Source: an optimization exercise on an open RTL-to-GDS flow (aim: small area). Production flows keep margins and buffers that such runs may drop.
Only simulation tests tie the RTL to the original design; equivalence was not proved.

==> flow/flow/run.sh <==
#!/bin/bash
# Standard ORFS layout with buf_1 port buffers and a clock tree without dummy loads.
set -euo pipefail
export BUFFER_PORTS_ARGS="-buffer_cell sky130_fd_sc_hd__buf_1"
export CTS_ARGS="-sink_clustering_enable -repair_clock_nets -dont_use_dummy_load -buf_list sky130_fd_sc_hd__clkbuf_16 -sink_clustering_size 40 -sink_clustering_max_diameter 80"
bash standard.sh > standard.log 2>&1
==> flow/standard.sh <==
#!/bin/bash
# synth_recipe.tcl (not shown) runs the flow's synth.tcl, then flattens the netlist and writes it again
# the make line also repeats each setting of config.mk as NAME=value (left out here)
make -C /OpenROAD-flow-scripts/flow DESIGN_CONFIG=/design/flow/config.mk WORK_HOME=/design/flow/orfs CLKGATE_MAP_FILE= SYNTH_SCRIPT=/design/flow/synth_recipe.tcl "${@:-finish}"
==> flow/config.mk <==
export PLATFORM = sky130hd
export DESIGN_NAME = spi_daq
export DESIGN_NICKNAME = spi_daq
export VERILOG_FILES = /design/flow/design.v
export SDC_FILE = /design/flow/constraint.sdc
export NUM_CORES = 4
export LEC_CHECK = 0
export CAP_MARGIN = 20
export CORE_MARGIN = 2
export CORE_UTILIZATION = 60
export PLACE_DENSITY = 0.7
export SLEW_MARGIN = 20
==> flow/constraint.sdc <==
create_clock -name core_clock -period 20.0 [get_ports {clk}]
set_input_delay 4.0000 -clock core_clock [delete_from_list [all_inputs] [get_ports {clk}]]
set_output_delay 4.0000 -clock core_clock [all_outputs]
set_load 0.01 [all_outputs]
==> flow/design.v <==
module spi_daq #(
  parameter integer CLK_HZ = 50000000
) (
  input  wire          clk,
  input  wire          rst,
  input  wire          cmd_valid,
  output wire          cmd_ready,
  input  wire [31:0]   cmd_word,
  input  wire [31:0]   cfg_clock_hz,
  input  wire [7:0]    cfg_mode,
  input  wire          cfg_no_cs,
  input  wire          cfg_sync_enable,
  input  wire [31:0]   cfg_settle_frames,
  input  wire [31:0]   cfg_timeout_ms,
  input  wire [63:0]   now_ns,
  output reg           rsp_valid,
  output reg  [2:0]    rsp_code,
  output wire [63:0]   rsp_seq,
  output wire [63:0]   rsp_ts,
  output wire [255:0]  rsp_ch,
  output wire [191:0]  rsp_raw,
  output wire          sclk,
  output wire          mosi,
  output wire          cs_n,
  input  wire          miso,
  input  wire          drdy_n,
  output wire          sync_n
);
  localparam integer CYC_PER_MS = CLK_HZ / 1000;
  localparam integer HALF_NUM   = CLK_HZ / 2;       
  localparam [2:0] RC_OK        = 3'd0,
                   RC_INVALID   = 3'd1,
                   RC_ALREADY   = 3'd2,
                   RC_NOT_PERM  = 3'd3,
                   RC_TIMED_OUT = 3'd4,
                   RC_IO_FAIL   = 3'd6,
                   RC_REFUSED   = 3'd7;
  localparam [2:0] ST_CLR   = 3'd0,    
                   ST_IDLE  = 3'd1,
                   ST_PULSE = 3'd2,    
                   ST_WAIT  = 3'd3,    
                   ST_XFER  = 3'd4,    
                   ST_INC   = 3'd5,    
                   ST_CAPZ  = 3'd6;    
  reg  [2:0]   st;
  reg  [5:0]   ph;
  wire         ph31 = (ph == 6'd31);
  wire         ph63 = (ph == 6'd63);
  wire         seg0 = (ph[4:0] == 5'd0);
  wire s_clr  = (st == ST_CLR);
  wire s_idle = (st == ST_IDLE);
  wire s_pul  = (st == ST_PULSE);
  wire s_wait = (st == ST_WAIT);
  wire s_xfer = (st == ST_XFER);
  wire s_inc  = (st == ST_INC);
  wire s_capz = (st == ST_CAPZ);
  reg          is_open, started, host;
  reg          cpol, cpha, nocs, synce;
  reg  [24:0]  hz;
  reg  [24:0]  acc;
  reg  [8:0]   e;
  reg          tp, ma, got, sm;
  reg          ts_c, neq, sq_c;
  reg          d1, d2, d3;
  reg  [63:0]  sq, ts, cf;
  reg  [191:0] raw;
  always @(posedge clk) begin
    d1 <= drdy_n;
    d2 <= d1;
    d3 <= d2;
  end
  wire drdy_fall = d3 & ~d2;
  wire        accept  = cmd_valid & cmd_ready;
  wire [7:0]  op      = cmd_word[7:0];
  wire        p_bit   = cmd_word[11];
  wire        hi_zero = (cmd_word[31:12] == 20'd0) && (cmd_word[10:8] == 3'd0);
  wire        c_open  = hi_zero && op == 8'h30;
  wire        c_start = hi_zero && !p_bit && op == 8'h31;
  wire        c_read  = hi_zero && op == 8'h32;
  wire        c_raw   = hi_zero && op == 8'h33;
  wire        c_stop  = hi_zero && !p_bit && op == 8'h34;
  wire        c_close = hi_zero && !p_bit && op == 8'h35;
  assign cmd_ready = s_idle & ph63;
  wire [25:0] sum      = {1'b0, acc} + (s_xfer ? {1'b0, hz} : 26'd1);
  wire        e_done   = e[8] & e[7];                   
  wire        tick     = s_xfer ? (sum >= HALF_NUM) : (acc[15:0] == CYC_PER_MS - 1);
  wire        edge_now = s_xfer & tick & ~e_done;
  wire op_clr = ph[5] ? ~(s_wait | (host & s_xfer)) : (s_pul | s_capz);
  wire op_inc = ph[5] ? (s_wait & ma)               : (s_inc & ~host);
  wire c_eff  = seg0 ? op_inc : ts_c;
  wire t_bit  = op_clr ? 1'b0 : (ts[0] ^ c_eff);
  wire neq_n  = (seg0 ? 1'b0 : neq) | (t_bit ^ cf[0]);
  wire match  = ~neq_n;                                 
  wire got_now = got | drdy_fall;
  wire go_xfer = s_wait & ph63 & got;
  wire cap     = s_capz & ph63;
  wire tmo_hit = s_wait & ph63 & ~got & ma & match;
  wire sq_cin  = (ph == 6'd0) | sq_c;
  wire sq_bit  = s_clr ? 1'b0 : (sq[0] ^ (s_inc & sq_cin));
  wire load_cfg;
  wire [31:0] tmo_eff = (cfg_timeout_ms == 32'd0) ? 32'd2000 : cfg_timeout_ms;
  always @(posedge clk) begin
    sq   <= {sq_bit, sq[63:1]};
    sq_c <= sq[0] & sq_cin;
    ts <= {t_bit, ts[63:1]} | (now_ns & {64{cap}});
    ts_c <= ts[0] & c_eff;
    neq  <= neq_n;
    cf <= {cf[0] & is_open, cf[63:1]} | ({tmo_eff, cfg_settle_frames} & {64{load_cfg}});
  end
  wire sample = edge_now & (e[0] == cpha);
  wire raw_en = sample | s_clr;
  always @(posedge clk)
    if (raw_en)
      raw <= {raw[190:0], miso & ~s_clr};
  assign sclk = cpol ^ e[0];
  assign cs_n = ~(s_xfer & ~nocs);
  assign mosi = 1'b0;
  assign sync_n = ~s_pul;
  genvar gi;
  generate
    for (gi = 0; gi < 24; gi = gi + 1) begin : g_raw
      assign rsp_raw[8*gi +: 8] = raw[191 - 8*gi -: 8];
    end
    for (gi = 0; gi < 8; gi = gi + 1) begin : g_ch
      assign rsp_ch[32*gi +: 32] = {{8{raw[191 - 24*gi]}}, raw[191 - 24*gi -: 24]};
    end
  endgenerate
  assign rsp_seq = sq;
  assign rsp_ts  = ts;
  wire [24:0] hz_in = (cfg_clock_hz == 32'd0) ? 25'd1000000 :
                      (|cfg_clock_hz[31:25])  ? {25{1'b1}} : cfg_clock_hz[24:0];
  wire open_ok = accept & c_open & p_bit & ~is_open & (cfg_mode[7:2] == 6'd0);
  assign load_cfg = open_ok;
  reg  [2:0] st_n;
  reg        rv_n;
  reg  [2:0] rc_n;
  always @(*) begin
    st_n = st;
    rv_n = 1'b0;
    rc_n = RC_OK;
    case (st)
      ST_CLR:   if (acc[7] & acc[6]) st_n = ST_IDLE;
      ST_IDLE:  if (accept) begin
        rv_n = 1'b1;
        if (c_open) begin
          if (!p_bit)              rc_n = RC_INVALID;
          else if (is_open)        rc_n = RC_ALREADY;
          else if (cfg_mode[7:2] != 6'd0) rc_n = RC_IO_FAIL;
        end else if (c_start) begin
          if (!is_open)            rc_n = RC_NOT_PERM;
          else if (!started && synce) begin
            rv_n = 1'b0;
            st_n = ST_PULSE;
          end
        end else if (c_read) begin
          if (!p_bit)              rc_n = RC_INVALID;
          else if (!started)       rc_n = RC_NOT_PERM;
          else begin
            rv_n = 1'b0;
            st_n = ST_WAIT;
          end
        end else if (c_raw) begin
          if (!p_bit)              rc_n = RC_INVALID;
        end else if (c_stop) begin
        end else if (c_close) begin
          st_n = ST_CLR;
        end else
          rc_n = RC_REFUSED;
      end
      ST_PULSE: if (ph63 & acc[8] & acc[7] & acc[6]) begin
        if (sm) begin
          rv_n = 1'b1;
          st_n = ST_IDLE;
        end else
          st_n = ST_WAIT;
      end
      ST_WAIT: if (ph63) begin
        if (got)
          st_n = host ? ST_CAPZ : ST_XFER;
        else if (ma & match) begin
          rv_n = 1'b1;
          rc_n = RC_TIMED_OUT;
          st_n = ST_IDLE;
        end
      end
      ST_CAPZ: if (ph63) st_n = ST_XFER;
      ST_XFER: if (ph63 & e_done) begin
        rv_n = host;
        st_n = ST_INC;
      end
      ST_INC: if (ph63) begin
        if (host)
          st_n = ST_IDLE;
        else if (sm) begin
          rv_n = 1'b1;
          st_n = ST_IDLE;
        end else
          st_n = ST_WAIT;
      end
      default: st_n = ST_CLR;
    endcase
  end
  wire leave = (st_n != st);
  always @(posedge clk) begin
    if (rst) begin
      st        <= ST_CLR;
      ph        <= 6'd0;
      rsp_valid <= 1'b0;
      is_open   <= 1'b0;
      started   <= 1'b0;
      acc       <= 25'd0;
    end else begin
      st        <= st_n;
      ph        <= ph + 1'b1;
      rsp_valid <= rv_n;
      acc       <= (leave | tick | s_idle | s_inc) ? 25'd0 : sum[24:0];
      if (open_ok) begin
        is_open <= 1'b1;
        started <= 1'b0;
      end
      if (s_idle & accept) begin
        if (c_close) begin
          is_open <= 1'b0;
          started <= 1'b0;
        end
        if (c_stop)
          started <= 1'b0;
        if (c_start & is_open)
          started <= 1'b1;
      end
      if (tmo_hit & ~host)
        started <= 1'b0;
    end
  end
  always @(posedge clk) begin
    rsp_code <= rc_n;
    if (open_ok) begin
      cpol  <= cfg_mode[1];
      cpha  <= cfg_mode[0];
      nocs  <= cfg_no_cs;
      synce <= cfg_sync_enable;
      hz    <= hz_in;
    end
    if (s_idle & accept)
      host <= c_read;
    e   <= s_xfer ? e + edge_now : 9'd0;
    got <= s_wait & ~go_xfer & got_now;
    tp  <= s_wait & (tick | (tp & ~ph31));
    if (ph31) begin
      ma <= tp & s_wait;
      if (s_pul | s_inc)
        sm <= match;
    end
  end
endmodule
==> results.yml, run 1 <==
die:
  rows: 64
  die_h_um: 179
  fp.dieW_um: 179
  start_util_pct: 60.6
yosys:
  synth_ff_type: "dfxtp_1"
  yosysTopAreaCell: "edfxtp_1"
  postSynth.asyncResetShare_pct: 0
  seq_area_frac_synth_pct: 63.5
  synth_top_area_share_pct: 36.5
  synth-seq-cells: 473
  yosys-top-cells-count: "buf_4, dfxtp_1, edfxtp_1, a21o_1, nor2_1"
  syn_nets: 1703
  synth_area_leaders: "edfxtp_1, dfxtp_1, buf_4"
  netlist_area_um2: 18400
  syn_area_per_cell_um2: 12.6
  synth.most_common_cell: "buf_4"
  synth-edff-count: 224
  ys_types: 85
  syn_inst: 1465
  synth_warnings: 1
status:
  lastStage: "I/O pin placement (3_2_place_iop)"
  status: "stopped before the end"
  stop_error: "[ERROR PPL-0024] Number of IO pins (792) exceeds maximum number of available positions (642). Increase the die perimeter from 717.38um to 1077.12um."
## cells by family after synthesis
group | after synthesis | synth area share [%]
simple gates | 332 | 9.80
other cells | 1 | 0.0203
buf+inv | 318 | 12.3
flops | 473 | 63.5
compound gates | 280 | 10.8
mux | 1 | 0.0543
fa+ha+maj | 31 | 2.14
xor+xnor | 29 | 1.38
==> run 2: changes to the inputs <==
--- a/flow/config.mk
+++ b/flow/config.mk
@@ -7,6 +7,6 @@
 export LEC_CHECK = 0
 export CAP_MARGIN = 20
 export CORE_MARGIN = 2
-export CORE_UTILIZATION = 60
-export PLACE_DENSITY = 0.7
+export CORE_UTILIZATION = 40
+export PLACE_DENSITY = 0.6
 export SLEW_MARGIN = 20
==> results.yml, run 2 <==
status:
  status: "stopped before the end"
  lastStage: "I/O pin placement (3_2_place_iop)"
  stop_error: "[ERROR PPL-0024] Number of IO pins (792) exceeds maximum number of available positions (786). Increase the die perimeter from 875.02um to 1077.12um."
yosys:
  synth_ff_type: "dfxtp_1"
  netlist_area_um2: 18400
  yosysTopAreaCell: "edfxtp_1"
  seq_area_frac_synth_pct: 63.5
  synth-edff-count: 224
  synth_warnings: 1
  synth_top_area_share_pct: 36.5
  synth_area_leaders: "edfxtp_1, dfxtp_1, buf_4"
  postSynth.asyncResetShare_pct: 0
  syn_area_per_cell_um2: 12.6
  syn_nets: 1703
  synth.most_common_cell: "buf_4"
  synth-seq-cells: 473
  yosys-top-cells-count: "buf_4, dfxtp_1, edfxtp_1, a21o_1, nor2_1"
  ys_types: 85
  syn_inst: 1465
die:
  fp.dieW_um: 219
  die_h_um: 219
  rows: 78
  start_util_pct: 40.6
==> run 2: cell counts after synthesis <==
Identical to the previous run, type by type.
==> run 2: cells by family after synthesis <==
logic type | count (synthesis) | synth area share [%]
flops | 473 | 63.5
simple gates | 332 | 9.80
mux | 1 | 0.0543
compound gates | 280 | 10.8
fa+ha+maj | 31 | 2.14
buf+inv | 318 | 12.3
xor+xnor | 29 | 1.38
other cells | 1 | 0.0203
